This is an optimization exercise on Yosys and OpenROAD, whose aim is small area, a short achievable clock period and few clock cycles per item, not a production implementation.
The RTL was checked by simulation tests, not by an equivalence proof against the original design.
Power is estimated from default activity; no workload was simulated.

==> design.v <==
module link_parser #(
    parameter CTR_W = 32
) (
    input  wire             clk,
    input  wire             rst,           
    input  wire             in_valid,
    input  wire [7:0]       in_data,
    output wire             in_ready,
    output wire             out_valid,
    input  wire             out_ready,
    output wire [7:0]       out_data,
    output wire             out_last,
    output reg  [CTR_W-1:0] err_framing,
    output reg  [CTR_W-1:0] err_length,
    output reg  [CTR_W-1:0] err_crc
);
    localparam [7:0] START   = 8'hAA;
    localparam [7:0] VERSION = 8'h01;
    localparam [7:0] STOP    = 8'h55;
    localparam [7:0] MAX_LEN = 8'd240;
    localparam integer N = 245;
    localparam [2:0] S_WAIT     = 3'd0,
                     S_HDR0     = 3'd1,
                     S_HDR1     = 3'd2,
                     S_HDR2     = 3'd3,
                     S_HDR3     = 3'd4,
                     S_PAYLOAD  = 3'd5,
                     S_CHECKSUM = 3'd6,
                     S_END      = 3'd7;
    reg       in_rdy;
    reg       ir_v;
    reg [7:0] ir_d;
    assign in_ready = in_rdy;
    always @(posedge clk) begin
        ir_d <= in_data;
        if (rst) ir_v <= 1'b0;
        else     ir_v <= in_valid && in_rdy;
    end
    reg [2:0] stage;
    reg [7:0] crc;
    reg [7:0] rem;                 
    reg [7:0] crc_next;
    integer k;
    always @(*) begin
        crc_next = ((stage == S_HDR0) ? 8'h00 : crc) ^ ir_d;
        for (k = 0; k < 8; k = k + 1)
            crc_next = crc_next[7] ? ((crc_next << 1) ^ 8'h31) : (crc_next << 1);
    end
    wire p_wait = ir_v && stage == S_WAIT;
    wire p_hdr0 = ir_v && stage == S_HDR0;
    wire p_hdr3 = ir_v && stage == S_HDR3;
    wire p_pay  = ir_v && stage == S_PAYLOAD;
    wire p_chk  = ir_v && stage == S_CHECKSUM;
    wire p_end  = ir_v && stage == S_END;
    wire len_bad = ir_d > MAX_LEN;
    wire crc_ok  = ir_d == crc;
    wire stop_ok = ir_d == STOP;
    reg  st_store;
    wire wr_en  = ir_v && st_store;
    wire commit = p_end && stop_ok;
    wire abort  = (p_hdr3 && len_bad) || (p_chk && !crc_ok) || (p_end && !stop_ok);
    reg ev_fram, ev_len, ev_crc;
    always @(posedge clk) begin
        if (rst) begin
            stage   <= S_WAIT;
            st_store <= 1'b0;
            ev_fram <= 1'b0;
            ev_len  <= 1'b0;
            ev_crc  <= 1'b0;
        end else begin
            ev_len  <= p_hdr3 && len_bad;
            ev_crc  <= p_chk && !crc_ok;
            ev_fram <= p_end && !stop_ok;
            if (ir_v) begin
                case (stage)
                    S_WAIT:     if (ir_d == START) stage <= S_HDR0;
                    S_HDR0:     stage <= (ir_d == VERSION) ? S_HDR1 : S_WAIT;
                    S_HDR1:     stage <= S_HDR2;
                    S_HDR2:     stage <= S_HDR3;
                    S_HDR3:     stage <= len_bad ? S_WAIT :
                                         (ir_d == 8'd0) ? S_CHECKSUM : S_PAYLOAD;
                    S_PAYLOAD:  if (rem == 8'd1) stage <= S_CHECKSUM;
                    S_CHECKSUM: stage <= crc_ok ? S_END : S_WAIT;
                    default:    stage <= S_WAIT;
                endcase
                case (stage)
                    S_HDR0:     st_store <= (ir_d == VERSION);
                    S_HDR1:     st_store <= 1'b1;
                    S_HDR2:     st_store <= 1'b1;
                    S_HDR3:     st_store <= !len_bad && (ir_d != 8'd0);
                    S_PAYLOAD:  st_store <= (rem != 8'd1);
                    default:    st_store <= 1'b0;
                endcase
            end
        end
    end
    always @(posedge clk) begin
        if (ir_v && stage != S_CHECKSUM && stage != S_END && stage != S_WAIT)
            crc <= crc_next;
        if (p_hdr3)
            rem <= ir_d;
        else if (p_pay)
            rem <= rem - 1'b1;
    end
    always @(posedge clk) begin
        if (rst) begin
            err_framing <= {CTR_W{1'b0}};
            err_length  <= {CTR_W{1'b0}};
            err_crc     <= {CTR_W{1'b0}};
        end else begin
            if (ev_fram) err_framing <= err_framing + 1'b1;
            if (ev_len)  err_length  <= err_length + 1'b1;
            if (ev_crc)  err_crc     <= err_crc + 1'b1;
        end
    end
    localparam integer R = 256;
    localparam integer D = 8;     
    reg  [7:0]     T;
    reg  [7:0]     last;           
    reg  [8*R-1:0] ring;           
    wire [7:0] vq = ~T;            
    reg        ractive;            
    reg  [7:0] rq;                 
    reg  [7:0] rtap;               
    reg  [1:0] rs;                 
    reg  [7:0] rrem;               
    reg        room;               
    reg        in_att;             
    reg  [7:0] s_cur;              
    reg        cpend;              
    reg  [7:0] qm [0:D-1];
    reg  [3:0] qh, qt;
    reg  [4:0] qn;
    reg  [8:0] wb0, wb1;
    reg  [1:0] wbn;
    reg  [7:0] span;
    wire       live    = ractive || in_att || (qn != 5'd0);
    wire       vq_busy = live && (rtap == 8'hFF || rtap < span);
    wire       next_ok = (vq == last - 1'b1);    
    wire       p_st  = wr_en && !abort;
    wire       c_v   = (wbn != 2'd0) || p_st;
    wire [8:0] c     = (wbn != 2'd0) ? wb0 : {stage == S_HDR1, ir_d};
    wire       wr    = c_v && !vq_busy && (c[8] || next_ok);
    wire       pop_w = wr && (wbn != 2'd0);
    wire       psh_w = p_st && !(wr && wbn == 2'd0);
    wire [1:0] wbn_nx = abort ? 2'd0 : wbn + psh_w - pop_w;
    wire       t_start = wr && c[8];             
    wire       push_q  = cpend && wbn == 2'd0;   
    wire       cpend_nx = commit || (cpend && !push_q);
    wire [7:0] tail = ring[8*R-1 -: 8];
    wire [7:0] inj  = wr ? c[7:0] : tail;
    always @(posedge clk)
        ring <= {ring[8*R-9:0], inj};
    wire [7:0] slot = ring[8*rtap +: 8];
    wire       over = ractive && rs == 2'd3 && rrem == 8'd0;
    wire       cap  = ractive && !over && room;      
    reg       p_v, o0_v, o1_v;
    reg [7:0] p_d, o0_d, o1_d;
    reg       p_len, p_l, o0_l, o1_l;
    wire      p_last = p_len ? (p_d == 8'd0) : p_l;
    wire pop = o0_v && out_ready;
    wire mv  = p_v && !(o1_v && !pop);       
    wire [1:0] t_now = {1'b0, p_v} + {1'b0, o0_v} + {1'b0, o1_v};
    wire [1:0] t_nx  = t_now + cap - pop;
    wire [7:0] qhead = qm[qh];
    wire       jump  = (!ractive || over) && qn != 5'd0;
    reg  [7:0] rq_nx;
    always @(*) begin
        if (ractive && !over)
            rq_nx = cap ? rq - 1'b1 : rq;
        else if (qn != 5'd0)
            rq_nx = qhead;
        else if (in_att)
            rq_nx = s_cur;
        else
            rq_nx = t_start ? vq : last;
    end
    integer i;
    always @(posedge clk) begin
        if (rst) begin
            T       <= 8'd0;
            last    <= 8'd0;
            ractive <= 1'b0;
            rq      <= 8'hFF;
            span    <= 8'hFF;
            rtap    <= 8'hFF;
            rs      <= 2'd0;
            room    <= 1'b0;
            in_att  <= 1'b0;
            cpend   <= 1'b0;
            wbn     <= 2'd0;
            qh      <= 4'd0;
            qt      <= 4'd0;
            qn      <= 5'd0;
            in_rdy  <= 1'b0;
            p_v     <= 1'b0;
            o0_v    <= 1'b0;
            o1_v    <= 1'b0;
        end else begin
            T      <= T + 1'b1;
            if (wr) last <= vq;
            in_rdy <= wbn_nx == 2'd0 && qn + push_q - jump + cpend_nx <= D - 1;
            span   <= rq_nx - (wr ? vq : last);
            room   <= t_nx != 2'd3;
            wbn    <= wbn_nx;
            cpend  <= cpend_nx;
            if (t_start) begin
                in_att <= 1'b1;
                s_cur  <= vq;
            end else if (push_q || abort) begin
                in_att <= 1'b0;
            end
            if (push_q)
                qt <= (qt == D - 1) ? 4'd0 : qt + 1'b1;
            if (jump)
                qh <= (qh == D - 1) ? 4'd0 : qh + 1'b1;
            qn <= qn + push_q - jump;
            rq   <= rq_nx;
            rtap <= rq_nx + T + 1'b1;
            if (jump) begin
                ractive <= 1'b1;
                rs      <= 2'd0;
            end else if (over) begin
                ractive <= 1'b0;
            end else if (cap) begin
                case (rs)
                    2'd0: rs <= 2'd1;
                    2'd1: rs <= 2'd2;
                    2'd2: rs <= 2'd3;
                    default: ;
                endcase
            end
            if (cap)     p_v <= 1'b1;
            else if (mv) p_v <= 1'b0;
            if (pop) begin
                o0_v <= o1_v || mv;
                o1_v <= o1_v && mv;
            end else if (mv) begin
                if (o0_v) o1_v <= 1'b1;
                else      o0_v <= 1'b1;
            end
        end
        if (push_q)
            qm[qt] <= s_cur;
        if (pop_w) wb0 <= (wbn == 2'd2) ? wb1 : {stage == S_HDR1, ir_d};
        else if (psh_w && wbn == 2'd0) wb0 <= {stage == S_HDR1, ir_d};
        if (psh_w && (wbn - pop_w) == 2'd1) wb1 <= {stage == S_HDR1, ir_d};
        if (cap) begin
            if (rs == 2'd2)      rrem <= slot;
            else if (rs == 2'd3) rrem <= rrem - 1'b1;
            p_d   <= slot;
            p_len <= rs == 2'd2;
            p_l   <= rs == 2'd3 && rrem == 8'd1;
        end
        if (pop) begin
            if (o1_v) begin
                o0_d <= o1_d; o0_l <= o1_l;
                o1_d <= p_d;  o1_l <= p_last;
            end else begin
                o0_d <= p_d;  o0_l <= p_last;
            end
        end else if (mv) begin
            if (o0_v) begin o1_d <= p_d; o1_l <= p_last; end
            else      begin o0_d <= p_d; o0_l <= p_last; end
        end
    end
    assign out_valid = o0_v;
    assign out_data  = o0_d;
    assign out_last  = o0_l;
endmodule
==> flow/run.sh <==
#!/bin/bash
set -euo pipefail
bash standard.sh SETUP_SLACK_MARGIN=6 finish > flow_make.log 2>&1
==> standard.sh <==
#!/bin/bash
# synth_recipe.tcl (not shown) runs the flow's synth.tcl, then flattens the netlist and writes it again
# the make line also repeats each setting of config.mk as NAME=value (left out here)
make -C /OpenROAD-flow-scripts/flow DESIGN_CONFIG=/design/flow/config.mk WORK_HOME=/design/flow/orfs CLKGATE_MAP_FILE= SYNTH_SCRIPT=/design/flow/synth_recipe.tcl "${@:-finish}"
==> config.mk <==
export PLATFORM = sky130hd
export DESIGN_NAME = link_parser
export DESIGN_NICKNAME = link_parser
export VERILOG_FILES = /design/flow/design.v
export SDC_FILE = /design/flow/constraint.sdc
export NUM_CORES = 4
export LEC_CHECK = 0
export CAP_MARGIN = 20
export CORE_MARGIN = 2
export CORE_UTILIZATION = 40
export PLACE_DENSITY = 0.6
export SETUP_SLACK_MARGIN = 5
export SLEW_MARGIN = 20
==> constraint.sdc <==
create_clock -name core_clock -period 9.0 [get_ports {clk}]
set_input_delay 1.8000 -clock core_clock [delete_from_list [all_inputs] [get_ports {clk}]]
set_output_delay 1.8000 -clock core_clock [all_outputs]
set_load 0.01 [all_outputs]
==> flow_summary_export.csv, run 1 <==
group,metric,value,unit
status,status,"no timing/DRC/antenna violations",
yosys,synth_top_area_share,61.1,%
floorplan,start_util,40.3,%
yosys,ys_seq_area_share,66.9,%
yosys,ys.warnings.count,1,
place,portBuffers,118,
clock_network,cts.path.max_buffers,3,
sta,finalCriticalPeriod,4.14,ns
critical_path,critPathKind,"reg2reg",
yosys,synth_top_area_cell,"dfxtp_1",
sta,fmaxAchievable,241,MHz
floorplan,fp.dieH,431,microns
clock_network,cts.clk_slew.worst_paths,0.06,ns
critical_path,cp-end-kind,"flop",
yosys,ys_ff_latch,2370,
critical_path,r2r_cells,17,
yosys,avgSynthCellArea,14.2,sq um
routing,drt-initial-drc-count,2896,
finish,drive_gt1_share,26.9,%
floorplan,core.rowCount,156,
clock_network,root_buffer,"clkbuf_16",
routing,ant_nets,0,
yosys,synth.area.top_cells,"dfxtp_1 61%, mux4_2 11%, edfxtp_1 5.8%",
yosys,synth_most_common_cell,"dfxtp_1",
clock_network,numCtsBuffers,218,
power_and_ir_drop,p_seq_share,39.7,%
global_routing,grt_pass1_wl,273000,microns
critical_path,cp.required,9.71,ns
routing,dr.pass1.iters,5,
power_and_ir_drop,comb_power_share,25.1,%
yosys,synthCells,5147,
power_and_ir_drop,clkPwrFrac,35.2,%
place,place_congestion,0.802,
yosys,synth_commonest_cells,"2,228 x dfxtp_1, 402 x mux2i_1, 356 x mux4_2",
sta,fin_skew,0.0405,ns
finish,multi_input_area,0.0241,sq mm
place,postPlaceCellArea,0.0767,sq mm
routing,vias_per_cell,5.25,
critical_path,worst-path-max-fanout,6,
power_and_ir_drop,peakVddDrop,0.206,mV
yosys,synth-edff-count,142,
clock_network,cts.sinks,2370,
power_and_ir_drop,p_int,19200,uW
sta,holdWs,0.332,ns
floorplan,io_pins,119,
sta,rsz0062_at_grt,"true",
min_path,min_path_type,"reg2reg",
sta,fin_crit_sh,46.0,%
power_and_ir_drop,p_leak,0.0356,uW
critical_path,r2r_setup_slack,4.86,ns
finish,utilization,49.8,%
routing,wire_per_inst,22.3,microns
finish,fin_nets,5666,
job,drv_cap,0,
critical_path,reg2reg_to,"in_rdy",
finish,finalInstanceArea,0.0903,sq mm
routing,drc,0,
finish,syn_to_final_growth,23.6,%
critical_path,endpoint,"in_rdy",
sta,setup_violations,0,
global_routing,track_usage,19.2,%
place,dpl.hpwl,96000,microns
sta,slew_viol_final,0,
sta,slew_headroom,23.4,%
power_and_ir_drop,switchingPower,8000,uW
power_and_ir_drop,total_power,27200,uW
power_and_ir_drop,switching_share,29.4,%
clock_network,hold_buffers,0,
yosys,syn_nets,5224,
yosys,synth_cell_types,79,
floorplan,die-area,0.186,sq mm
global_routing,grt_overflow,0,
yosys,synth_async_sr_flop_share,0,%
power_and_ir_drop,power.density_cell_area,302,mW/mm^2
finish,nFillCells,15200,
finish,regArea,0.0491,sq mm
critical_path,startpoint,"rrem[3]",
yosys,netlist_area,0.0730,sq mm
routing,routed-via-count,42800,
clock_network,cts_tree,"done",
clock_network,h-tree-depth,4,
clock_network,clk_latency,0.84,ns
routing,routed_wl,182000,microns
global_routing,grt_max_degree,70,
sta,hold_viol,0,
critical_path,rr_startpoint,"rrem[3]",
global_routing,antenna_found_initial,8,
floorplan,die-width,431,microns
sta,tns,0,ns
sta,worstMarginPinSlew,1.15,ns
floorplan,core_area,0.181,sq mm
critical_path,worstPathArrival,4.86,ns
yosys,ys.flop_type,"dfxtp_1",
global_routing,grt_pass1_vias,43800,
critical_path,start_kind,"flop",
critical path, stage by stage, from the launching register on:
cell and delay, ns:
edfxtp_1 0.42, or4_4 0.60, o41ai_4 0.24, buf_6 0.18, nand2_2 0.10, nand3_2 0.08
nand2_2 0.07, ha_4 0.16, fa_2 0.37, xor2_1 0.26, nand3_1 0.20, nor3_4 0.31
nand3b_1 0.13, ha_1 0.30, nand2_1 0.07, nor4_2 0.24, nand3_1 0.11, nor4_1 0.18
power groups by stage:
| stage | Combinational, uW | Sequential, uW | Clock [uW] |
|---|---|---|---|
| 6_report | 6850 | 10800 | 9590 |
| 5_1_grt | 7140 | 10800 | 10200 |
| 4_1_cts | 6500 | 10800 | 9740 |
| 3_5_place_dp | 4530 | 11100 | 0 |
| 3_3_place_gp | 4540 | 11100 | 0 |
| 2_1_floorplan | 3160 | 11000 | 0 |
repair_timing:
| item | in CTS | in global routing |
|---|---|---|
| buffers inserted | 187 | 66 |
| pin swaps | 90 | 66 |
| hold endpoints to repair | 0 | 0 |
| endpoints found under the setup margin | 207 | 161 |
| cloned | 60 | 5 |
| resized for setup | 1007 | 102 |
per-layer routing:
metal  share of wire (%)  track usage, %  wire length [microns]  vias up
met5               0.015               0                     27        -
met3                 5.5            3.77                  10000      273
met4                 2.1            4.92                   3830        4
met2                  47            30.6                  84500     1077
li1                    -               -                      -    19700
met1                  46            26.7                  83200    21700
area by class of cell:
cell class	count	share of cell area [%]
clock inverter	72	1.09
tap	2370	3.28
inverter	61	0.288
antenna	3	0.00831
timing repair buffer	483	6.96
sequential	2370	54.4
clock buffer	329	7.27
multi-input combinational	2455	26.7
state kept, by name, indices dropped and copies added (netlist names), 5 cells and up, named ones only:
signal       count
T                8
wb0              9
rq               8
s_cur            8
ir_d             8
err_crc         32
ring          2048
p_d              8
o1_d             8
crc              8
rrem             8
wb1              9
err_framing     32
o0_d             8
err_length      32
span             8
rem              8
qn               5
qm              64
last             8
rtap             8
placed cells by master (no fill, tap or decap), types with 48 or more instances in the layout:
| cell type | instances |
|---|---|
| dfxtp_1 | 2111 |
| mux2i_1 | 400 |
| mux4_2 | 356 |
| clkbuf_16 | 232 |
| buf_4 | 226 |
| nor2_1 | 219 |
| nand2_1 | 185 |
| edfxtp_1 | 142 |
| a21oi_1 | 125 |
| o22ai_1 | 119 |
| buf_6 | 116 |
| xor2_1 | 91 |
| o221ai_1 | 83 |
| o21ai_0 | 76 |
| nor3_1 | 71 |
| dfxtp_2 | 69 |
| xnor2_1 | 67 |
| nand3_1 | 57 |
| buf_16 | 55 |
| inv_1 | 53 |
| clkbuf_1 | 52 |
| clkbuf_8 | 50 |
| ha_1 | 48 |
| dfxtp_4 | 48 |
kinds of logic (layout without fill, tap and decap cells):
group | Yosys count | in the layout | synth area share, %
AO/OA/AOI/OAI | 641 | 642 | 5.79
adder cells (fa/ha/maj) | 65 | 65 | 1.15
buffers and inverters | 329 | 945 | 1.98
multiplexers | 798 | 798 | 17.1
XOR/XNOR | 164 | 164 | 1.97
other | 0 | 3 | 0
flip-flops | 2370 | 2370 | 66.9
AND/OR/NAND/NOR | 780 | 786 | 5.09
metrics by stage:
stage | std cells | setup slack, ns
3_5_place_dp | 7421 | 4.18
3_3_place_gp | 7421 | 4.23
2_1_floorplan | 5147 | 4.93
4_1_cts | 8069 | 4.85
5_1_grt | 8142 | 4.59
6_report | 8143 | 4.86
worst min path at each step:
stage | slack [ns] | to | from | cells after the start
floorplan | 0.32 | ring[1998] | ring[1990] | 0
global placement | 0.33 | ring[343] | ring[335] | 0
detailed placement | 0.33 | ring[821] | ring[813] | 0
CTS | 0.33 | ring[1337] | ring[1329] | 0
global route | 0.33 | ring[1337] | ring[1329] | 0
finish | 0.33 | ring[1337] | ring[1329] | 0
Testbench counts, summed over its fixed seeds: cycles 16,576, bytes 15,426.
==> inputs of run 2 (changes only) <==
--- a/design.v
+++ b/design.v
@@ -116,11 +116,10 @@
     localparam integer R = 256;
     localparam integer D = 8;     
     reg  [7:0]     T;
-    reg  [7:0]     last;           
+    reg  [7:0]     lpos;           
     reg  [8*R-1:0] ring;           
     wire [7:0] vq = ~T;            
     reg        ractive;            
-    reg  [7:0] rq;                 
     reg  [7:0] rtap;               
     reg  [1:0] rs;                 
     reg  [7:0] rrem;               
@@ -133,10 +132,9 @@
     reg  [4:0] qn;
     reg  [8:0] wb0, wb1;
     reg  [1:0] wbn;
-    reg  [7:0] span;
     wire       live    = ractive || in_att || (qn != 5'd0);
-    wire       vq_busy = live && (rtap == 8'hFF || rtap < span);
-    wire       next_ok = (vq == last - 1'b1);    
+    wire       vq_busy = live && (rtap == 8'hFF || lpos > rtap);
+    wire       next_ok = lpos == 8'd0;           
     wire       p_st  = wr_en && !abort;
     wire       c_v   = (wbn != 2'd0) || p_st;
     wire [8:0] c     = (wbn != 2'd0) ? wb0 : {stage == S_HDR1, ir_d};
@@ -164,25 +162,23 @@
     wire [1:0] t_nx  = t_now + cap - pop;
     wire [7:0] qhead = qm[qh];
     wire       jump  = (!ractive || over) && qn != 5'd0;
-    reg  [7:0] rq_nx;
+    reg  [7:0] rtap_nx;
     always @(*) begin
         if (ractive && !over)
-            rq_nx = cap ? rq - 1'b1 : rq;
+            rtap_nx = cap ? rtap : rtap + 1'b1;
         else if (qn != 5'd0)
-            rq_nx = qhead;
+            rtap_nx = qhead + T + 1'b1;
         else if (in_att)
-            rq_nx = s_cur;
+            rtap_nx = s_cur + T + 1'b1;
         else
-            rq_nx = t_start ? vq : last;
+            rtap_nx = t_start ? 8'd0 : lpos + 1'b1;
     end
     integer i;
     always @(posedge clk) begin
         if (rst) begin
             T       <= 8'd0;
-            last    <= 8'd0;
             ractive <= 1'b0;
-            rq      <= 8'hFF;
-            span    <= 8'hFF;
+            lpos    <= 8'd0;
             rtap    <= 8'hFF;
             rs      <= 2'd0;
             room    <= 1'b0;
@@ -198,9 +194,8 @@
             o1_v    <= 1'b0;
         end else begin
             T      <= T + 1'b1;
-            if (wr) last <= vq;
-            in_rdy <= wbn_nx == 2'd0 && qn + push_q - jump + cpend_nx <= D - 1;
-            span   <= rq_nx - (wr ? vq : last);
+            lpos   <= wr ? 8'd0 : lpos + 1'b1;
+            in_rdy <= wbn_nx == 2'd0 && qn + cpend <= D - 1;
             room   <= t_nx != 2'd3;
             wbn    <= wbn_nx;
             cpend  <= cpend_nx;
@@ -215,8 +210,7 @@
             if (jump)
                 qh <= (qh == D - 1) ? 4'd0 : qh + 1'b1;
             qn <= qn + push_q - jump;
-            rq   <= rq_nx;
-            rtap <= rq_nx + T + 1'b1;
+            rtap <= rtap_nx;
             if (jump) begin
                 ractive <= 1'b1;
                 rs      <= 2'd0;
==> run 2 against run 1 <==
Still clean. Highest routed layer is now met4. Combinational power is 7.9% higher. Largest power group unchanged. Sequential power is 6% higher. Die area is 1.1% lower.
==> flow_summary_export.csv, run 2 <==
group,metric,value,unit
status,status,"no timing/DRC/antenna violations",
finish,utilization,49.7,%
yosys,synth_top_area_share,61.3,%
yosys,synth_cell_types,83,
global_routing,grt_overflow,0,
min_path,hold-path-endpoint,"ring[1745]",
critical_path,start_kind,"flop",
finish,final_cell_mix,"2,096 x dfxtp_1, 472 x mux4_2, 242 x buf_4",
clock_network,numCtsBuffers,221,
critical_path,cp-end-kind,"flop",
yosys,synth_top_family_by_area,"multiplexers",
yosys,synth-edff-count,142,
clock_network,cts.clk_slew.worst_paths,0.07,ns
yosys,ys.warnings.count,1,
global_routing,grt_pass1_wl,277000,microns
sta,slew_headroom,23.9,%
yosys,synth_fa_ha_area_share,1.06,%
sta,worstMarginPinSlew,1.14,ns
yosys,synth_compound_area_share,4.62,%
sta,fmaxAchievable,313,MHz
floorplan,io_pins,119,
sta,fin_crit_sh,35.5,%
power_and_ir_drop,power.density_cell_area,323,mW/mm^2
finish,reg_top3,"ring x2048, qm x64",
place,dpl.hpwl,109000,microns
min_path,min_path_type,"reg2reg",
critical_path,reg2reg_to,"in_rdy",
clock_network,cts.path.max_buffers,3,
routing,wire_per_inst,23.9,microns
yosys,ys.flop_type,"dfxtp_1",
finish,nFillCells,14900,
global_routing,track_usage,19.9,%
sta,slew_viol_final,0,
finish,drive_gt1_share,30.0,%
sta,rsz0062_at_grt,"true",
routing,vias_per_cell,5.25,
clock_network,hold_buffers,0,
power_and_ir_drop,switchingPower,8730,uW
floorplan,core_area,0.179,sq mm
min_path,holdCritStartpoint,"ring[1737]",
clock_network,clk_latency,0.88,ns
job,drv_cap,0,
global_routing,grt_pass1_vias,42200,
power_and_ir_drop,p_seq_share,39.9,%
sta,hold_viol,0,
yosys,ys_seq_area_share,67.2,%
floorplan,core.rowCount,155,
routing,routed_wl,188000,microns
clock_network,cts_tree,"done",
finish,final_common_cell,"dfxtp_1",
floorplan,fp.dieH,429,microns
critical_path,cp.required,9.70,ns
critical_path,r2r_setup_slack,5.81,ns
yosys,synth_top_area_cell,"dfxtp_1",
floorplan,die-width,429,microns
routing,routed-via-count,41200,
yosys,synth_commonest_cells,"2,212 x dfxtp_1, 472 x mux4_2, 223 x nand2_1",
yosys,synth_async_sr_flop_share,0,%
sta,finalCriticalPeriod,3.19,ns
place,portBuffers,118,
power_and_ir_drop,clkPwrFrac,34.3,%
sta,tns,0,ns
place,place_congestion,0.823,
routing,ant_nets,0,
power_and_ir_drop,p_leak,0.0342,uW
power_and_ir_drop,comb_power_share,25.7,%
finish,syn_to_final_growth,23.1,%
sta,fin_skew,0.0907,ns
yosys,synth_xor_area_share,2.04,%
critical_path,rr_startpoint,"rtap[3]",
floorplan,die-area,0.184,sq mm
clock_network,cts.sinks,2354,
global_routing,grt_max_degree,79,
power_and_ir_drop,p_int,20000,uW
power_and_ir_drop,total_power,28700,uW
critical_path,critPathKind,"reg2reg",
routing,drt-initial-drc-count,3047,
yosys,synth.area.mux_share,17.6,%
critical_path,worstPathArrival,3.89,ns
finish,fin_nets,5363,
critical_path,worst-path-max-fanout,28,
finish,top_register,"ring",
routing,drc,0,
power_and_ir_drop,peakVddDrop,0.230,mV
yosys,synth-simple-area-share,5.17,%
yosys,synth_most_common_cell,"dfxtp_1",
min_path,holdPathStages,0,
yosys,ys_ff_latch,2354,
global_routing,antenna_found_initial,8,
sta,setup_violations,0,
yosys,netlist_area,0.0722,sq mm
yosys,synthCells,4828,
yosys,syn_nets,4899,
finish,largest_reg_flops,2048,
clock_network,h-tree-depth,4,
critical_path,r2r_cells,15,
floorplan,start_util,40.4,%
yosys,avgSynthCellArea,15.0,sq um
power_and_ir_drop,switching_share,30.4,%
yosys,synth.area.top_cells,"dfxtp_1 61%, mux4_2 15%, edfxtp_1 5.9%",
routing,dr.pass1.iters,6,
clock_network,root_buffer,"clkbuf_16",
-- run 2: final cells by class --
type	instances	area, sq um	area share (%)
flip-flops and latches	2354	48800	54.9
multi-input cells	2172	23000	25.9
clock buffers	302	6320	7.11
repair buffers	480	5920	6.66
well taps	2355	2950	3.32
clock inverters	110	1580	1.78
inverters	62	265	0.299
repair inverters	1	8.76	0.00986
diodes	1	2.50	0.00282
-- run 2: timing repair --
item | CTS | global route
resized for setup | 928 | 111
gates cloned | 35 | 14
setup buffers | 166 | 80
endpoints found under the setup margin | 191 | 252
pin swaps | 39 | 43
-- run 2: metrics by stage --
step | hold WS [ns] | area [sq um] | setup slack [ns] | std cells
after floorplan | 0.324 | 72400 | 5.65 | 4828
after global placement | 0.327 | 75600 | 4.15 | 7129
after detailed placement | 0.331 | 75700 | 4.24 | 7129
after CTS | 0.296 | 87300 | 5.75 | 7742
after global routing | 0.295 | 88800 | 5.68 | 7837
final | 0.292 | 88800 | 5.81 | 7837
-- run 2: kinds of logic after synthesis --
logic type	after synthesis
and+or+nand+nor	786
adders and majority gates	59
AOI/OAI and AO/OA	485
muxes	674
DFF	2354
xor gates and xnor gates	168
buffers and inverters	302
-- run 2: how the worst max path moves through the flow --
| stage | endpoint | start | slack [ns] |
|---|---|---|---|
| after floorplan | in_rdy | rtap[1] | 5.65 |
| after detailed placement | in_rdy | rtap[1] | 4.24 |
| after global routing | in_rdy | rtap[3] | 5.68 |
| after global placement | rrem[2] | rtap[0] | 4.15 |
| after CTS | out_last | o0_l | 5.75 |
| final | in_rdy | rtap[3] | 5.81 |
-- run 2: layer usage --
layer,vias to the layer above,routed length (microns),track usage (%)
met5,-,0,0
met1,21100,83900,27.6
li1,18700,-,-
met2,1106,88100,32.1
met3,268,10800,3.43
met4,0,4630,5.18
-- run 2: power groups by stage --
stage / Sequential [uW] / Clock (uW) / Combinational [uW]
floorplan: 11500 / 0 / 3690
global placement: 11800 / 0 / 5260
detailed placement: 11800 / 0 / 5280
CTS: 11500 / 10000 / 6850
global route: 11500 / 10400 / 7690
finish: 11500 / 9850 / 7390
-- run 2: critical path, stage by stage (launching register included) --
cell and delay, ns:
dfxtp_4 0.38, inv_2 0.08, buf_8 0.32, ha_1 0.32
nand4_1 0.10, nor3_1 0.09, a211oi_4 0.36, a21o_2 0.19
o21bai_4 0.07, ha_4 0.28, inv_2 0.04, ha_4 0.16
xnor2_4 0.13, xnor2_2 0.14, o21ai_1 0.18, nor4b_4 0.23
Testbench counts of run 2, summed over its fixed seeds: cycles 16,576, bytes 15,426.
==> inputs of run 3 (changes only) <==
--- a/config.mk
+++ b/config.mk
@@ -8,6 +8,8 @@
 export CAP_MARGIN = 20
 export CORE_MARGIN = 2
 export CORE_UTILIZATION = 40
+export CTS_CLUSTER_DIAMETER = 100
+export CTS_CLUSTER_SIZE = 20
 export PLACE_DENSITY = 0.6
 export SETUP_SLACK_MARGIN = 5
 export SLEW_MARGIN = 20
==> run 3 against run 2 <==
Worst hold slack gained 0.019 ns. Setup slack gained 0.016 ns. Combinational power grew 3.5%. Still clean. Via count shrank 1.5%. Register-to-register slack gained 0.02 ns. Cell area shrank 4.0%. Die area is the same. Routed wire length shrank 0.40%. Flip-flop and latch count is the same. Highest routed layer unchanged. Critical path depth shrank 5.
==> flow_summary_export.csv, run 3 <==
group,metric,value,unit
sta,worstMarginPinSlew,1.02,ns
sta,slew_headroom,32.0,%
yosys,synth_async_sr_flop_share,0,%
min_path,hold-path-endpoint,"ring[2047]",
yosys,ys.flop_type,"dfxtp_1",
finish,syn_to_final_growth,18.2,%
place,dp_slack,4.24,ns
routing,routed_wl,187000,microns
critical_path,rr_startpoint,"rtap[2]",
clock_network,cts_tree,"done",
critical_path,start_kind,"flop",
floorplan,start_util,40.4,%
min_path,holdCritStartpoint,"ring[2039]",
critical_path,cp.required,9.58,ns
finish,largest_reg_flops,2048,
routing,drt-initial-drc-count,3196,
min_path,min_path_type,"reg2reg",
place,portBuffers,118,
finish,fin_nets,5303,
critical_path,r2r_cells,10,
global_routing,grt_pass1_wl,274000,microns
clock_network,clk_latency,0.82,ns
yosys,ys_ff_latch,2354,
yosys,synth_top_area_cell,"dfxtp_1",
yosys,synth.area.top_cells,"dfxtp_1 61%, mux4_2 15%, edfxtp_1 5.9%",
clock_network,cts.clk_slew.worst_paths,0.09,ns
clock_network,numCtsBuffers,136,
finish,nFillCells,15300,
global_routing,grt_pass1_vias,41300,
yosys,avgSynthCellArea,15.0,sq um
sta,finalCriticalPeriod,3.17,ns
global_routing,track_usage,19.8,%
routing,drc,0,
routing,dr.pass1.iters,7,
floorplan,core.rowCount,155,
clock_network,cts.path.max_buffers,3,
yosys,synth_most_common_cell,"dfxtp_1",
power_and_ir_drop,peakVddDrop,0.184,mV
global_routing,grt_max_degree,79,
power_and_ir_drop,power.density_cell_area,297,mW/mm^2
yosys,synth_top_area_share,61.3,%
routing,routed-via-count,40500,
sta,fin_skew,0.0649,ns
critical_path,cp-end-kind,"flop",
yosys,synth_cell_types,83,
sta,hold_viol,0,
place,place_congestion,0.823,
critical_path,r2r_setup_slack,5.83,ns
clock_network,hold_buffers,0,
finish,final_cell_mix,"2,096 x dfxtp_1, 472 x mux4_2, 258 x buf_4",
global_routing,grt_overflow,0,
status,status,"no timing/DRC/antenna violations",
yosys,netlist_area,0.0722,sq mm
floorplan,die-area,0.184,sq mm
yosys,synthCells,4828,
place,dpl.hpwl,109000,microns
finish,top_register,"ring",
sta,tns,0,ns
finish,multi_input_area,0.0232,sq mm
sta,fmaxAchievable,315,MHz
critical_path,worstPathArrival,3.76,ns
floorplan,die-width,429,microns
clock_network,root_buffer,"clkbuf_16",
critical_path,reg2reg_to,"rrem[2]",
yosys,synth_commonest_cells,"2,212 x dfxtp_1, 472 x mux4_2, 223 x nand2_1",
yosys,synth-edff-count,142,
yosys,ys_seq_area_share,67.2,%
yosys,ys.warnings.count,1,
min_path,holdPathStages,0,
power_and_ir_drop,p_leak,0.0324,uW
critical_path,critPathKind,"reg2reg",
sta,fin_crit_sh,35.3,%
floorplan,io_pins,119,
finish,drive_gt1_share,28.2,%
routing,vias_per_cell,5.31,
finish,final_common_cell,"dfxtp_1",
floorplan,core_area,0.179,sq mm
clock_network,cts.sinks,2354,
floorplan,fp.dieH,429,microns
sta,setup_violations,0,
job,drv_cap,0,
sta,rsz0062_at_grt,"true",
sta,fin_ws,5.83,ns
clock_network,h-tree-depth,4,
routing,wire_per_inst,24.5,microns
finish,reg_top3,"ring x2048, qm x64",
global_routing,antenna_found_initial,5,
critical_path,worst-path-max-fanout,46,
yosys,syn_nets,4899,
sta,slew_viol_final,0,
routing,ant_nets,0,
finish,regArea,0.0488,sq mm
-- run 3: cell counts after synthesis --
No cell type changed its count.
-- run 3: where the power goes --
group          leakage, uW  internal [uW]  switching, uW
registers           0.0192          11100            387
clock network      0.00185           2830           3440
logic               0.0114           3320           4330
-- run 3: layer usage --
| metal | routed length [microns] | up-vias | GRT usage, % |
|---|---|---|---|
| li1 | - | 18400 | - |
| met3 | 10300 | 233 | 3.05 |
| met4 | 3660 | 0 | 4.59 |
| met1 | 84000 | 20900 | 27.6 |
| met2 | 88800 | 1020 | 32.4 |
| met5 | 0 | - | 0 |
-- run 3: worst max-delay path by stage --
stage / slack [ns] / endpoint / cells after the start / from
finish: 5.83 / rrem[2] / 10 / rtap[2]
global route: 5.71 / in_rdy / 15 / rtap[3]
CTS: 5.79 / in_rdy / 16 / rtap[2]
detailed placement: 4.24 / in_rdy / 17 / rtap[1]
global placement: 4.15 / rrem[2] / 9 / rtap[0]
floorplan: 5.65 / in_rdy / 20 / rtap[1]
-- run 3: critical path, stage by stage, from the launching register on --
cell and delay [ns]:
dfxtp_4 0.39, buf_4 0.19, buf_16 0.28, nor2_2 0.07, buf_4 0.26, a22o_1 0.33, a221oi_4 0.28, o22ai_2 0.16
o311ai_4 0.48, a32oi_2 0.09, mux2_2 0.29
-- run 3: stage by stage --
step           cell area (sq um)  hold WS, ns  utilization (%)  std cells  power (uW)
2_1_floorplan              72400        0.324                -       4828       15200
3_3_place_gp               75600        0.327             42.3       7129       17000
3_5_place_dp               75700        0.331             42.3       7129       17100
4_1_cts                    83800        0.313             46.8       7530       24900
5_1_grt                    85300        0.315             47.7       7631       26200
6_report                   85300        0.310             47.7       7632       25400
-- run 3: cells by family (layout without fill, tap and decap cells) --
family | Yosys count | in the layout | synth area share (%)
buf+inv | 302 | 749 | 2.26
compound gates | 485 | 485 | 4.62
other cells | 0 | 2 | 0
xor+xnor | 168 | 168 | 2.04
fa+ha+maj | 59 | 59 | 1.06
mux | 674 | 674 | 17.6
simple gates | 786 | 786 | 5.17
flops | 2354 | 2354 | 67.2
-- run 3: cell type report --
type | count | area share [%]
Antenna cell | 2 | 0.00587
Clock buffer | 163 | 4.13
Clock inverter | 18 | 0.377
Inverter | 62 | 0.315
Multi-Input combinational cell | 2172 | 27.2
Sequential cell | 2354 | 57.2
Tap cell | 2355 | 3.45
Timing Repair Buffer | 505 | 7.26
Timing Repair inverter | 1 | 0.0103
-- run 3: timing repair --
action                                  in CTS  in global routing
endpoints found under the setup margin     191                234
cloned                                      42                 10
pin swaps                                   37                 64
setup buffers                              178                 89
hold endpoints to repair                     0                  0
gates resized for setup                    959                140
==> inputs of run 4 (changes only) <==
--- a/config.mk
+++ b/config.mk
@@ -9,7 +9,7 @@
 export CORE_MARGIN = 2
 export CORE_UTILIZATION = 40
 export CTS_CLUSTER_DIAMETER = 100
-export CTS_CLUSTER_SIZE = 20
+export CTS_CLUSTER_SIZE = 25
 export PLACE_DENSITY = 0.6
 export SETUP_SLACK_MARGIN = 5
 export SLEW_MARGIN = 20
==> run 4 against run 3 <==
Non-clock buffer count increased by 2. Critical endpoint is now rrem[7]. Setup slack worse by 0.026 ns. Clock power down 13%. Area after synthesis unchanged. Worst hold slack worse by 0.014 ns.
==> flow_summary_export.csv, run 4 <==
group,metric,value,unit
status,status,"no timing/DRC/antenna violations",
global_routing,grt_max_degree,79,
sta,hold_viol,0,
global_routing,grt_pass1_wl,274000,microns
yosys,synthCells,4828,
min_path,hold-path-endpoint,"ring[161]",
min_path,holdCritStartpoint,"ring[153]",
power_and_ir_drop,power.density_cell_area,291,mW/mm^2
finish,syn_to_final_growth,17.0,%
floorplan,io_pins,119,
clock_network,cts.path.max_buffers,3,
yosys,syn_nets,4899,
routing,vias_per_cell,5.31,
clock_network,cts.clk_slew.worst_paths,0.10,ns
clock_network,root_buffer,"clkbuf_16",
floorplan,die-width,429,microns
floorplan,die-area,0.184,sq mm
min_path,min_path_type,"reg2reg",
finish,top_register,"ring",
sta,tns,0,ns
critical_path,start_kind,"flop",
finish,final_cell_mix,"2,098 x dfxtp_1, 472 x mux4_2, 252 x buf_4",
finish,nFillCells,15400,
min_path,holdPathStages,0,
critical_path,cp-end-kind,"flop",
finish,reg_top3,"ring x2048, qm x64",
sta,holdWs,0.297,ns
floorplan,start_util,40.4,%
sta,finalCriticalPeriod,3.20,ns
critical_path,r2r_cells,11,
critical_path,worst-path-max-fanout,11,
routing,drc,0,
yosys,synth_top_area_share,61.3,%
place,dpl.hpwl,109000,microns
finish,largest_reg_flops,2048,
critical_path,cp_slowest_cell,"mux4_2",
yosys,ys_ff_latch,2354,
finish,fin_nets,5275,
critical_path,reg2reg_to,"rrem[7]",
power_and_ir_drop,peakVddDrop,0.246,mV
sta,fin_crit_sh,35.6,%
sta,rsz0062_at_grt,"true",
sta,fin_skew,0.0785,ns
floorplan,core.rowCount,155,
clock_network,cts_tree,"done",
critical_path,cp.required,9.55,ns
yosys,netlist_area,0.0722,sq mm
yosys,synth_most_common_cell,"dfxtp_1",
job,drv_cap,0,
critical_path,worstPathArrival,3.75,ns
yosys,synth_async_sr_flop_share,0,%
floorplan,core_area,0.179,sq mm
clock_network,numCtsBuffers,106,
sta,setup_violations,0,
power_and_ir_drop,p_leak,0.0321,uW
global_routing,track_usage,19.7,%
yosys,ys_seq_area_share,67.2,%
yosys,ys.flop_type,"dfxtp_1",
critical_path,worst-path-buf-inv,5,
clock_network,clk_latency,0.79,ns
routing,ant_nets,0,
place,portBuffers,118,
sta,slew_headroom,25.3,%
critical_path,critPathKind,"reg2reg",
critical_path,cp_cell_sequence,"buf_4 > buf_4 > buf_6 > buf_16 > buf_16 > mux4_2 > mux2i_2 > a2111oi_2 > or4_4 > o2111a_1 > mux2_4",
routing,routed-via-count,40300,
yosys,avgSynthCellArea,15.0,sq um
place,dp_slack,4.24,ns
routing,dr.pass1.iters,5,
place,place_congestion,0.823,
critical_path,startpoint,"rtap[1]",
finish,final_common_cell,"dfxtp_1",
global_routing,grt_overflow,0,
finish,drive_gt1_share,27.3,%
routing,wire_per_inst,24.6,microns
sta,fin_ws,5.80,ns
yosys,ys.warnings.count,1,
yosys,synth_cell_types,83,
sta,slew_viol_final,0,
clock_network,cts.sinks,2354,
critical_path,r2r_setup_slack,5.80,ns
sta,worstMarginPinSlew,1.12,ns
global_routing,antenna_found_initial,5,
routing,routed_wl,187000,microns
yosys,synth-edff-count,142,
critical_path,cp_top_family,"multiplexers",
floorplan,fp.dieH,429,microns
yosys,synth_top_area_cell,"dfxtp_1",
yosys,synth_commonest_cells,"2,212 x dfxtp_1, 472 x mux4_2, 223 x nand2_1",
clock_network,h-tree-depth,3,
critical_path,rr_startpoint,"rtap[1]",
sta,fmaxAchievable,312,MHz
global_routing,grt_pass1_vias,41000,
routing,drt-initial-drc-count,3271,
critical_path,max_stage_delay,0.51,ns
yosys,synth.area.top_cells,"dfxtp_1 61%, mux4_2 15%, edfxtp_1 5.9%",
run 4: routing by layer:
layer	vias up	global-route usage (%)	part of all wire [%]
li1	18300	-	-
met5	-	0	0
met1	20900	27.6	45
met3	213	3.00	5.3
met4	0	4.64	2.5
met2	964	32.0	47
run 4: worst max-delay path by stage:
stage / to / slack (ns) / depth (start not counted)
after floorplan: in_rdy / 5.65 / 20
after global placement: rrem[2] / 4.15 / 9
after detailed placement: in_rdy / 4.24 / 17
after CTS: in_rdy / 5.78 / 16
after global routing: in_rdy / 5.68 / 17
final: rrem[7] / 5.80 / 11
run 4: timing repair:
action / CTS / global route
endpoints found under the setup margin: 194 / 171
gates resized for setup: 951 / 137
pin swaps: 44 / 50
buffers inserted: 170 / 98
hold buffers: 0 / 0
cloned: 44 / 10
run 4: cell type report:
cell class	count	area, sq um	share of cell area (%)
Sequential cell	2354	48800	57.8
Multi-Input combinational cell	2172	23100	27.4
Timing Repair Buffer	507	6330	7.49
Tap cell	2355	2950	3.49
Clock buffer	127	2730	3.23
Inverter	62	264	0.313
Clock inverter	12	234	0.277
Timing Repair inverter	1	8.76	0.0104
Antenna cell	2	5.00	0.00593
run 4: cell families (layout without fill, tap and decap cells):
kind of cell / count (synthesis) / in the layout / share of synthesized area, %
flip-flops: 2354 / 2354 / 67.2
AND/OR/NAND/NOR: 786 / 786 / 5.17
multiplexers: 674 / 674 / 17.6
AO/OA/AOI/OAI: 485 / 485 / 4.62
buffers and inverters: 302 / 709 / 2.26
XOR/XNOR: 168 / 168 / 2.04
adder cells (fa/ha/maj): 59 / 59 / 1.06
other: 0 / 2 / 0
run 4: power breakdown:
part / leakage (uW) / switching, uW / total, uW / internal [uW]
registers: 0.0192 / 384 / 11400 / 11100
logic: 0.0114 / 4330 / 7710 / 3370
clock network: 0.00143 / 3270 / 5460 / 2190
total: 0.0321 / 7980 / 24600 / 16600
run 4: stage by stage:
| stage | total power (uW) | instance area, sq um | std cells | utilization (%) |
|---|---|---|---|---|
| CTS | 24100 | 82800 | 7482 | 46.3 |
| floorplan | 15200 | 72400 | 4828 | - |
| global route | 25400 | 84400 | 7591 | 47.2 |
| finish | 24600 | 84400 | 7592 | 47.2 |
| global placement | 17000 | 75600 | 7129 | 42.3 |
| detailed placement | 17100 | 75700 | 7129 | 42.3 |
==> inputs of run 5 (changes only) <==
--- a/design.v
+++ b/design.v
@@ -122,7 +122,8 @@
     reg        ractive;            
     reg  [7:0] rtap;               
     reg  [1:0] rs;                 
-    reg  [7:0] rrem;               
+    reg  [7:0] rlen;               
+    reg  [7:0] rcnt;               
     reg        room;               
     reg        in_att;             
     reg  [7:0] s_cur;              
@@ -150,7 +151,7 @@
     always @(posedge clk)
         ring <= {ring[8*R-9:0], inj};
     wire [7:0] slot = ring[8*rtap +: 8];
-    wire       over = ractive && rs == 2'd3 && rrem == 8'd0;
+    wire       over = ractive && rs == 2'd3 && rcnt == rlen;
     wire       cap  = ractive && !over && room;      
     reg       p_v, o0_v, o1_v;
     reg [7:0] p_d, o0_d, o1_d;
@@ -240,11 +241,11 @@
         else if (psh_w && wbn == 2'd0) wb0 <= {stage == S_HDR1, ir_d};
         if (psh_w && (wbn - pop_w) == 2'd1) wb1 <= {stage == S_HDR1, ir_d};
         if (cap) begin
-            if (rs == 2'd2)      rrem <= slot;
-            else if (rs == 2'd3) rrem <= rrem - 1'b1;
+            if (rs == 2'd2) rlen <= slot;
+            rcnt <= (rs == 2'd2) ? 8'd0 : rcnt + 1'b1;
             p_d   <= slot;
             p_len <= rs == 2'd2;
-            p_l   <= rs == 2'd3 && rrem == 8'd1;
+            p_l   <= rs == 2'd3 && rcnt + 1'b1 == rlen;
         end
         if (pop) begin
             if (o1_v) begin
==> run 5 against run 4 <==
Flip-flop and latch count grew 8. Clock-buffer cell count up 2. Fmax up 2.1%. Worst hold slack better by 0.018 ns. Sequential share of layout area is 1.5 points higher.
==> flow_summary_export.csv, run 5 <==
group,metric,value,unit
sta,fin_skew,0.0451,ns
global_routing,track_usage,17.2,%
power_and_ir_drop,total_power,23100,uW
yosys,synth_top_area_share,61.9,%
finish,final_common_cell,"dfxtp_1",
sta,tns,0,ns
yosys,ys.warnings.count,1,
yosys,synth_cell_types,65,
finish,reg_top3,"ring x2048, qm x64",
yosys,synthCells,4601,
routing,dr.pass1.iters,5,
finish,fin_nets,4999,
floorplan,core_area,0.178,sq mm
floorplan,fp.dieH,427,microns
sta,rsz0062_at_grt,"true",
yosys,ys_seq_area_share,68.2,%
power_and_ir_drop,p_int,16200,uW
sta,setup_violations,0,
global_routing,grt_max_degree,92,
yosys,ys_ff_latch,2362,
yosys,synth_fa_ha_area_share,1.04,%
yosys,synth-simple-area-share,4.13,%
yosys,synth_xor_area_share,2.31,%
place,place_congestion,0.801,
clock_network,numCtsBuffers,105,
global_routing,grt_pass1_wl,241000,microns
clock_network,cts_tree,"done",
critical_path,worst-path-max-fanout,8,
sta,finalCriticalPeriod,3.13,ns
clock_network,cts.clk_slew.worst_paths,0.11,ns
critical_path,cp-end-kind,"flop",
power_and_ir_drop,comb_power_share,26.5,%
clock_network,root_buffer,"clkbuf_16",
critical_path,critPathKind,"reg2reg",
yosys,netlist_area,0.0715,sq mm
routing,drc,0,
floorplan,io_pins,119,
yosys,synth.area.top_cells,"dfxtp_1 62%, mux4_2 16%, edfxtp_1 6.3%",
routing,drt-initial-drc-count,2469,
clock_network,cts.sinks,2362,
clock_network,h-tree-depth,3,
yosys,synth_compound_area_share,3.89,%
yosys,syn_nets,4670,
status,status,"no timing/DRC/antenna violations",
yosys,synth_top_area_cell,"dfxtp_1",
yosys,synth_top_family_by_area,"multiplexers",
clock_network,cts.path.max_buffers,3,
floorplan,die-area,0.182,sq mm
place,portBuffers,118,
sta,holdWs,0.315,ns
yosys,ys.flop_type,"dfxtp_1",
finish,largest_reg_flops,2048,
global_routing,antenna_found_initial,2,
place,dp_slack,4.31,ns
finish,final_cell_mix,"2,094 x dfxtp_1, 524 x mux4_2, 231 x buf_4",
finish,utilization,46.5,%
yosys,avgSynthCellArea,15.5,sq um
floorplan,start_util,40.2,%
routing,routed-via-count,37500,
clock_network,clk_latency,0.77,ns
floorplan,core.rowCount,155,
sta,worstMarginPinSlew,0.963,ns
power_and_ir_drop,switching_share,30.0,%
sta,fin_crit_sh,34.8,%
yosys,synth_commonest_cells,"2,212 x dfxtp_1, 524 x mux4_2, 188 x nor2_1",
critical_path,cp.required,9.48,ns
power_and_ir_drop,p_seq_share,50.1,%
sta,fmaxAchievable,319,MHz
routing,vias_per_cell,5.13,
job,drv_cap,0,
yosys,synth_most_common_cell,"dfxtp_1",
power_and_ir_drop,peakVddDrop,0.181,mV
yosys,synth.area.mux_share,18.6,%
clock_network,hold_buffers,0,
place,dpl.hpwl,89700,microns
power_and_ir_drop,switchingPower,6930,uW
finish,drive_gt1_share,27.6,%
yosys,synth_async_sr_flop_share,0,%
sta,fin_ws,5.87,ns
critical_path,start_kind,"flop",
global_routing,grt_overflow,0,
yosys,synth-edff-count,150,
sta,slew_viol_final,0,
routing,wire_per_inst,21.6,microns
min_path,min_path_type,"reg2reg",
critical_path,worstPathArrival,3.62,ns
finish,syn_to_final_growth,15.7,%
sta,slew_headroom,35.6,%
power_and_ir_drop,p_leak,0.0311,uW
routing,routed_wl,158000,microns
power_and_ir_drop,clkPwrFrac,23.4,%
routing,ant_nets,0,
power_and_ir_drop,power.density_cell_area,279,mW/mm^2
global_routing,grt_pass1_vias,38600,
floorplan,die-width,427,microns
sta,hold_viol,0,
finish,top_register,"ring",
[run 5: cell types whose count changed in the layout (fill, tap and decap cells not counted), sizes merged, moves of 19 or more]
cell and delta:
a22oi +34, xnor2 +28, mux2i -45, buf -47, a21oi +19, mux4 +52
nand2 -56, o21ai -30, nor2b -19, o22ai -37, nor2 -27
[run 5: power by group through the flow]
stage | logic (uW) | clock network [uW] | registers [uW]
after global placement | 4630 | 0 | 11800
after global routing | 6460 | 5930 | 11700
after detailed placement | 4650 | 0 | 11900
after floorplan | 3330 | 0 | 11600
after CTS | 5930 | 5550 | 11600
final | 6120 | 5400 | 11600
[run 5: layer usage]
layer / routed length (microns) / track usage (%) / share of wire (%) / vias up
met3: 5890 / 2.25 / 3.7 / 166
li1: - / - / - / 17400
met1: 74600 / 24.5 / 47 / 19400
met2: 74200 / 27.9 / 47 / 613
met4: 3090 / 4.14 / 2.0 / 0
met5: 0 / 0 / 0 / -
[run 5: path summary, 6_finish.rpt]
| check | from | endpoint | slack (ns) | cells after the start |
|---|---|---|---|---|
| hold / removal | ring[619] | ring[627] | 0.31 | 0 |
| setup / recovery | rtap[0] | rlen[1] | 5.87 | 11 |
| hold reg to reg | ring[619] | ring[627] | 0.31 | 0 |
| setup reg to reg | rtap[0] | rlen[1] | 5.87 | 11 |
[run 5: what timing repair did]
action	4_1_cts	5_1_grt
pin swaps	31	51
resized for setup	883	72
setup buffers	178	55
setup endpoints to repair	198	149
cloned	32	5
[run 5: cells by family (layout without fill, tap and decap cells)]
logic type	Yosys count	after routing
flops	2362	2362
mux	672	672
simple gates	624	625
compound gates	409	409
buf+inv	288	645
xor+xnor	189	189
fa+ha+maj	57	57
other cells	0	1
[run 5: metrics by stage]
stage | cell area (sq um) | instances
floorplan | 71700 | 4601
global placement | 75300 | 6907
detailed placement | 75300 | 6908
CTS | 81800 | 7254
global route | 82700 | 7314
finish | 82700 | 7315
[run 5: cell type report]
class	count	area (sq um)
Sequential cell	2362	49000
Clock buffer	129	2790
Antenna cell	1	2.50
Fill cell	15200	95300
Clock inverter	7	159
Multi-Input combinational cell	1952	22300
Tap cell	2355	2950
Timing Repair Buffer	445	5220
Inverter	64	277
[run 5: worst max-delay path, cell delays in order (launching register included)]
cell and delay (ns):
dfxtp_4 0.48, buf_4 0.16, buf_12 0.11, buf_16 0.11, buf_12 0.13, buf_12 0.13
buf_16 0.13, mux4_2 0.51, mux4_2 0.51, a22oi_2 0.19, a22o_1 0.26, a31oi_2 0.10
Testbench counts of run 5, summed over its fixed seeds: cycles 16,576, bytes 15,426.
==> inputs of run 6 (changes only) <==
--- a/design.v
+++ b/design.v
@@ -113,17 +113,23 @@
             if (ev_crc)  err_crc     <= err_crc + 1'b1;
         end
     end
-    localparam integer R = 256;
+    localparam integer R = 248;
     localparam integer D = 8;     
     reg  [7:0]     T;
     reg  [7:0]     lpos;           
     reg  [8*R-1:0] ring;           
-    wire [7:0] vq = ~T;            
+    wire [7:0] vq = R - 1 - T;     
+    function [7:0] addm(input [7:0] a, input [7:0] b, input c);
+        reg [8:0] t;
+        begin
+            t = {1'b0, a} + {1'b0, b} + c;
+            addm = (t >= R) ? t - R : t[7:0];
+        end
+    endfunction
     reg        ractive;            
     reg  [7:0] rtap;               
     reg  [1:0] rs;                 
-    reg  [7:0] rlen;               
-    reg  [7:0] rcnt;               
+    reg  [7:0] rrem;               
     reg        room;               
     reg        in_att;             
     reg  [7:0] s_cur;              
@@ -134,7 +140,7 @@
     reg  [8:0] wb0, wb1;
     reg  [1:0] wbn;
     wire       live    = ractive || in_att || (qn != 5'd0);
-    wire       vq_busy = live && (rtap == 8'hFF || lpos > rtap);
+    wire       vq_busy = live && (rtap == R - 1 || lpos > rtap);
     wire       next_ok = lpos == 8'd0;           
     wire       p_st  = wr_en && !abort;
     wire       c_v   = (wbn != 2'd0) || p_st;
@@ -151,7 +157,7 @@
     always @(posedge clk)
         ring <= {ring[8*R-9:0], inj};
     wire [7:0] slot = ring[8*rtap +: 8];
-    wire       over = ractive && rs == 2'd3 && rcnt == rlen;
+    wire       over = ractive && rs == 2'd3 && rrem == 8'd0;
     wire       cap  = ractive && !over && room;      
     reg       p_v, o0_v, o1_v;
     reg [7:0] p_d, o0_d, o1_d;
@@ -166,13 +172,13 @@
     reg  [7:0] rtap_nx;
     always @(*) begin
         if (ractive && !over)
-            rtap_nx = cap ? rtap : rtap + 1'b1;
+            rtap_nx = cap ? rtap : addm(rtap, 8'd0, 1'b1);
         else if (qn != 5'd0)
-            rtap_nx = qhead + T + 1'b1;
+            rtap_nx = addm(qhead, T, 1'b1);
         else if (in_att)
-            rtap_nx = s_cur + T + 1'b1;
+            rtap_nx = addm(s_cur, T, 1'b1);
         else
-            rtap_nx = t_start ? 8'd0 : lpos + 1'b1;
+            rtap_nx = t_start ? 8'd0 : addm(lpos, 8'd0, 1'b1);
     end
     integer i;
     always @(posedge clk) begin
@@ -180,7 +186,7 @@
             T       <= 8'd0;
             ractive <= 1'b0;
             lpos    <= 8'd0;
-            rtap    <= 8'hFF;
+            rtap    <= R - 1;
             rs      <= 2'd0;
             room    <= 1'b0;
             in_att  <= 1'b0;
@@ -194,8 +200,8 @@
             o0_v    <= 1'b0;
             o1_v    <= 1'b0;
         end else begin
-            T      <= T + 1'b1;
-            lpos   <= wr ? 8'd0 : lpos + 1'b1;
+            T      <= (T == R - 1) ? 8'd0 : T + 1'b1;
+            lpos   <= wr ? 8'd0 : addm(lpos, 8'd0, 1'b1);
             in_rdy <= wbn_nx == 2'd0 && qn + cpend <= D - 1;
             room   <= t_nx != 2'd3;
             wbn    <= wbn_nx;
@@ -241,11 +247,11 @@
         else if (psh_w && wbn == 2'd0) wb0 <= {stage == S_HDR1, ir_d};
         if (psh_w && (wbn - pop_w) == 2'd1) wb1 <= {stage == S_HDR1, ir_d};
         if (cap) begin
-            if (rs == 2'd2) rlen <= slot;
-            rcnt <= (rs == 2'd2) ? 8'd0 : rcnt + 1'b1;
+            if (rs == 2'd2)      rrem <= slot;
+            else if (rs == 2'd3) rrem <= rrem - 1'b1;
             p_d   <= slot;
             p_len <= rs == 2'd2;
-            p_l   <= rs == 2'd3 && rcnt + 1'b1 == rlen;
+            p_l   <= rs == 2'd3 && rrem == 8'd1;
         end
         if (pop) begin
             if (o1_v) begin
--- a/config.mk
+++ b/config.mk
@@ -7,7 +7,7 @@
 export LEC_CHECK = 0
 export CAP_MARGIN = 20
 export CORE_MARGIN = 2
-export CORE_UTILIZATION = 40
+export CORE_UTILIZATION = 55
 export CTS_CLUSTER_DIAMETER = 100
 export CTS_CLUSTER_SIZE = 25
 export PLACE_DENSITY = 0.6
==> run 6 against run 5 <==
Synthesized cell count fell by 3.6%. Sequential power fell by about 10%. Critical path type unchanged. Cell area fell by 1.9%. Clock-buffer cell count fell by 6. First-iteration DRC count rose by 11%. Largest power group unchanged. Total power fell by 10%. Non-clock buffer count fell by 11. Sequential share of layout area fell by 0.74 points. Global-route usage rose by 5.8 points. Routed wire length fell by 4.1%. Critical endpoint is now rtap[7]. Clock skew fell by 0.0066 ns.
==> flow_summary_export.csv, run 6 <==
group,metric,value,unit
routing,dr_wl_met3,7680,microns
finish,top_register,"ring",
sta,holdWs,0.322,ns
place,place_congestion,0.777,
power_and_ir_drop,switching_share,28.9,%
global_routing,track_usage,22.9,%
finish,final_cells,6455,
power_and_ir_drop,p_leak,0.0308,uW
global_routing,grt_overflow,0,
yosys,ys_ff_latch,2290,
critical_path,critPathKind,"reg2reg",
routing,dr.pass1.iters,5,
sta,slew_viol_final,0,
power_and_ir_drop,p_int,14800,uW
critical_path,cp_slowest_cell,"mux4_2",
finish,finalInstanceArea,0.0811,sq mm
clock_network,cts.path.max_buffers,3,
floorplan,die-width,363,microns
sta,hold_viol,0,
critical_path,worst-path-max-fanout,5,
routing,routed-via-count,36500,
sta,finalCriticalPeriod,3.54,ns
yosys,synth-edff-count,142,
yosys,synth_most_common_cell,"dfxtp_1",
yosys,ys.warnings.count,1,
critical_path,max_stage_delay,0.54,ns
yosys,synth_async_sr_flop_share,0,%
finish,final_cell_mix,"2,032 x dfxtp_1, 617 x mux4_2, 192 x buf_4",
yosys,avgSynthCellArea,15.9,sq um
floorplan,core_area,0.128,sq mm
min_path,holdCritStartpoint,"ring[1135]",
yosys,synth.area.top_cells,"dfxtp_1 61%, mux4_2 20%, edfxtp_1 6.0%",
clock_network,cts.clk_slew.worst_paths,0.10,ns
power_and_ir_drop,power.density_cell_area,256,mW/mm^2
power_and_ir_drop,peakVddDrop,0.160,mV
clock_network,numCtsBuffers,101,
place,dpl.hpwl,83500,microns
critical_path,cp_cell_sequence,"buf_12 > mux4_2 > mux2i_4 > ha_4 > fa_2 > nor2b_4 > o311a_1 > o31a_1 > o21a_1 > nor2_4 > nor3_1 > o31a_1 > a221o_1",
sta,rsz0062_at_grt,"true",
global_routing,antenna_found_initial,7,
routing,drt-initial-drc-count,2752,
yosys,synth_top_area_share,60.8,%
min_path,min_path_type,"reg2reg",
critical_path,reg2reg_to,"rtap[7]",
min_path,holdPathStages,0,
critical_path,cp_common_cell,"o31a_1",
finish,largest_reg_flops,1984,
yosys,ys_seq_area_share,66.9,%
sta,fin_crit_sh,39.4,%
critical_path,worstPathArrival,4.18,ns
routing,routed_wl,151000,microns
min_path,hold-path-endpoint,"ring[1143]",
place,postPlaceCellArea,0.0735,sq mm
sta,slew_headroom,31.1,%
place,portBuffers,118,
global_routing,grt_pass1_wl,229000,microns
clock_network,root_buffer,"clkbuf_16",
yosys,synth_cell_types,82,
critical_path,r2r_setup_slack,5.46,ns
routing,vias_per_cell,5.65,
clock_network,cts_tree,"done",
finish,drive_gt1_share,30.1,%
yosys,synthCells,4434,
yosys,netlist_area,0.0707,sq mm
clock_network,cts.sinks,2290,
routing,top_layer_used,"met5",
yosys,synth_commonest_cells,"2,148 x dfxtp_1, 617 x mux4_2, 195 x nor2_1",
power_and_ir_drop,total_power,20800,uW
routing,wl_met1,73200,microns
power_and_ir_drop,clkPwrFrac,24.8,%
yosys,syn_nets,4516,
finish,syn_to_final_growth,14.8,%
yosys,ys.flop_type,"dfxtp_1",
clock_network,h-tree-depth,3,
status,status,"no timing/DRC/antenna violations",
place,dp_cells,6050,
finish,fin_nets,4847,
yosys,synth_top_area_cell,"dfxtp_1",
power_and_ir_drop,p_seq_share,50.2,%
clock_network,clk_latency,0.74,ns
floorplan,die-area,0.131,sq mm
finish,nFillCells,9215,
power_and_ir_drop,comb_power_share,25.1,%
finish,reg_top3,"ring x1984, qm x64",
global_routing,grt_max_degree,80,
sta,setup_violations,0,
power_and_ir_drop,switchingPower,6010,uW
routing,drc,0,
floorplan,start_util,55.4,%
sta,worstMarginPinSlew,1.03,ns
critical_path,r2r_cells,13,
job,drv_cap,0,
critical_path,cp-end-kind,"flop",
routing,ant_nets,0,
critical_path,start_kind,"flop",
routing,wl_met2,67100,microns
critical_path,cp.required,9.64,ns
finish,final_common_cell,"dfxtp_1",
floorplan,core.rowCount,131,
sta,fin_skew,0.0384,ns
floorplan,io_pins,119,
sta,tns,0,ns
global_routing,grt_pass1_vias,36700,
routing,wire_per_inst,23.5,microns
floorplan,fp.dieH,363,microns
sta,fmaxAchievable,282,MHz
clock_network,hold_buffers,0,
## run 6: layout make-up
class | count | area (sq um) | share of cell area, %
Inverter | 56 | 239 | 0.295
Tap cell | 1662 | 2080 | 2.56
Antenna cell | 3 | 7.51 | 0.00925
Clock buffer | 123 | 2650 | 3.27
Timing Repair Buffer | 434 | 5600 | 6.90
Clock inverter | 5 | 97.6 | 0.120
Sequential cell | 2290 | 47500 | 58.5
Timing Repair inverter | 2 | 17.5 | 0.0216
Multi-Input combinational cell | 1880 | 22900 | 28.3
## run 6: what timing repair did
item / in CTS / in global routing
pin swaps: 38 / 31
endpoints found under the hold margin: 0 / 0
gates resized for setup: 889 / 51
cloned: 47 / 13
setup buffers: 181 / 33
endpoints found under the setup margin: 194 / 151
## run 6: how the worst max path moves through the flow
| stage | to | startpoint | slack (ns) |
|---|---|---|---|
| 6_report | rtap[7] | flop | 5.46 |
| 5_1_grt | rtap[7] | flop | 5.32 |
| 4_1_cts | rtap[7] | flop | 5.45 |
| 3_5_place_dp | rrem[4] | rtap[0] | 4.49 |
| 3_3_place_gp | rrem[4] | rtap[0] | 4.49 |
| 2_1_floorplan | in_rdy | rtap[1] | 5.48 |
## run 6: cell families after synthesis
logic type	synth area share, %
adders and majority gates	1.28
muxes	20.8
AOI/OAI and AO/OA	2.93
and+or+nand+nor	4.23
xor gates and xnor gates	1.99
buffers and inverters	1.92
DFF	66.9
## run 6: power by group through the flow
stage          Sequential, uW  Clock, uW  Combinational [uW]
5_1_grt                 10400       5650                5480
3_3_place_gp            10700          0                3630
6_report                10400       5150                5210
3_5_place_dp            10700          0                3620
2_1_floorplan           10600          0                2750
4_1_cts                 10500       5290                5010
## run 6: stage by stage
stage / setup slack [ns] / utilization [%]
finish: 5.46 / 63.6
CTS: 5.45 / 63.0
global route: 5.32 / 63.6
global placement: 4.49 / 57.7
detailed placement: 4.49 / 57.7
floorplan: 5.48 / -
## run 6: routing by layer
metal	track usage (%)	up-vias
met5	0	-
met4	5.25	2
met3	4.19	176
met2	34.6	740
met1	34.7	18600
li1	-	16900
## run 6: worst max-delay path, delay by kind of cell (launching register included)
family | cells | cell delay (ns)
compound gates | 5 | 1.41
mux | 2 | 0.76
flops | 1 | 0.40
fa+ha+maj | 2 | 0.40
simple gates | 3 | 0.33
buf+inv | 1 | 0.13
Testbench counts of run 6, summed over its fixed seeds: cycles 16,576, bytes 15,426.

what the ideal ports hide:
How much do the figures lean on ideal ports? The routed layouts below were timed once more, with nothing changed but the port constraints. Step 1: set_driving_cell puts a clkbuf_16 on clk and a buf_2 on each other input, an assumption about the parent block. Step 2, shift: input delay + t, output delay - t, t = (earliest + latest rising clock arrival at the registers) / 2. This alone moves slack from input paths to output paths. Slacks: ideal / step 1 / step 2; pairs: ideal / step 1.
run | shift t [ns] | slack for setup (ns) | worst setup path after step 2 | pins driven straight from the clock port
run 1 | 0.902 | 4.856 / 4.856 / 4.856 | register to register | 1
run 2 | 0.921 | 5.809 / 5.744 / 5.288 | input to register | 1
run 3 | 0.872 | 5.826 / 5.784 / 5.309 | input to register | 1
run 4 | 0.840 | 5.800 / 5.795 / 5.324 | input to register | 1
run 5 | 0.836 | 5.866 / 5.823 / 5.245 | input to register | 1
run 6 | 0.792 | 5.458 / 5.458 / 5.304 | input to register | 1
After both steps every run listed still meets setup and hold. The setup slack of run 5, which loses most, moves by -0.043 ns with the drivers and by -0.621 ns with both steps.
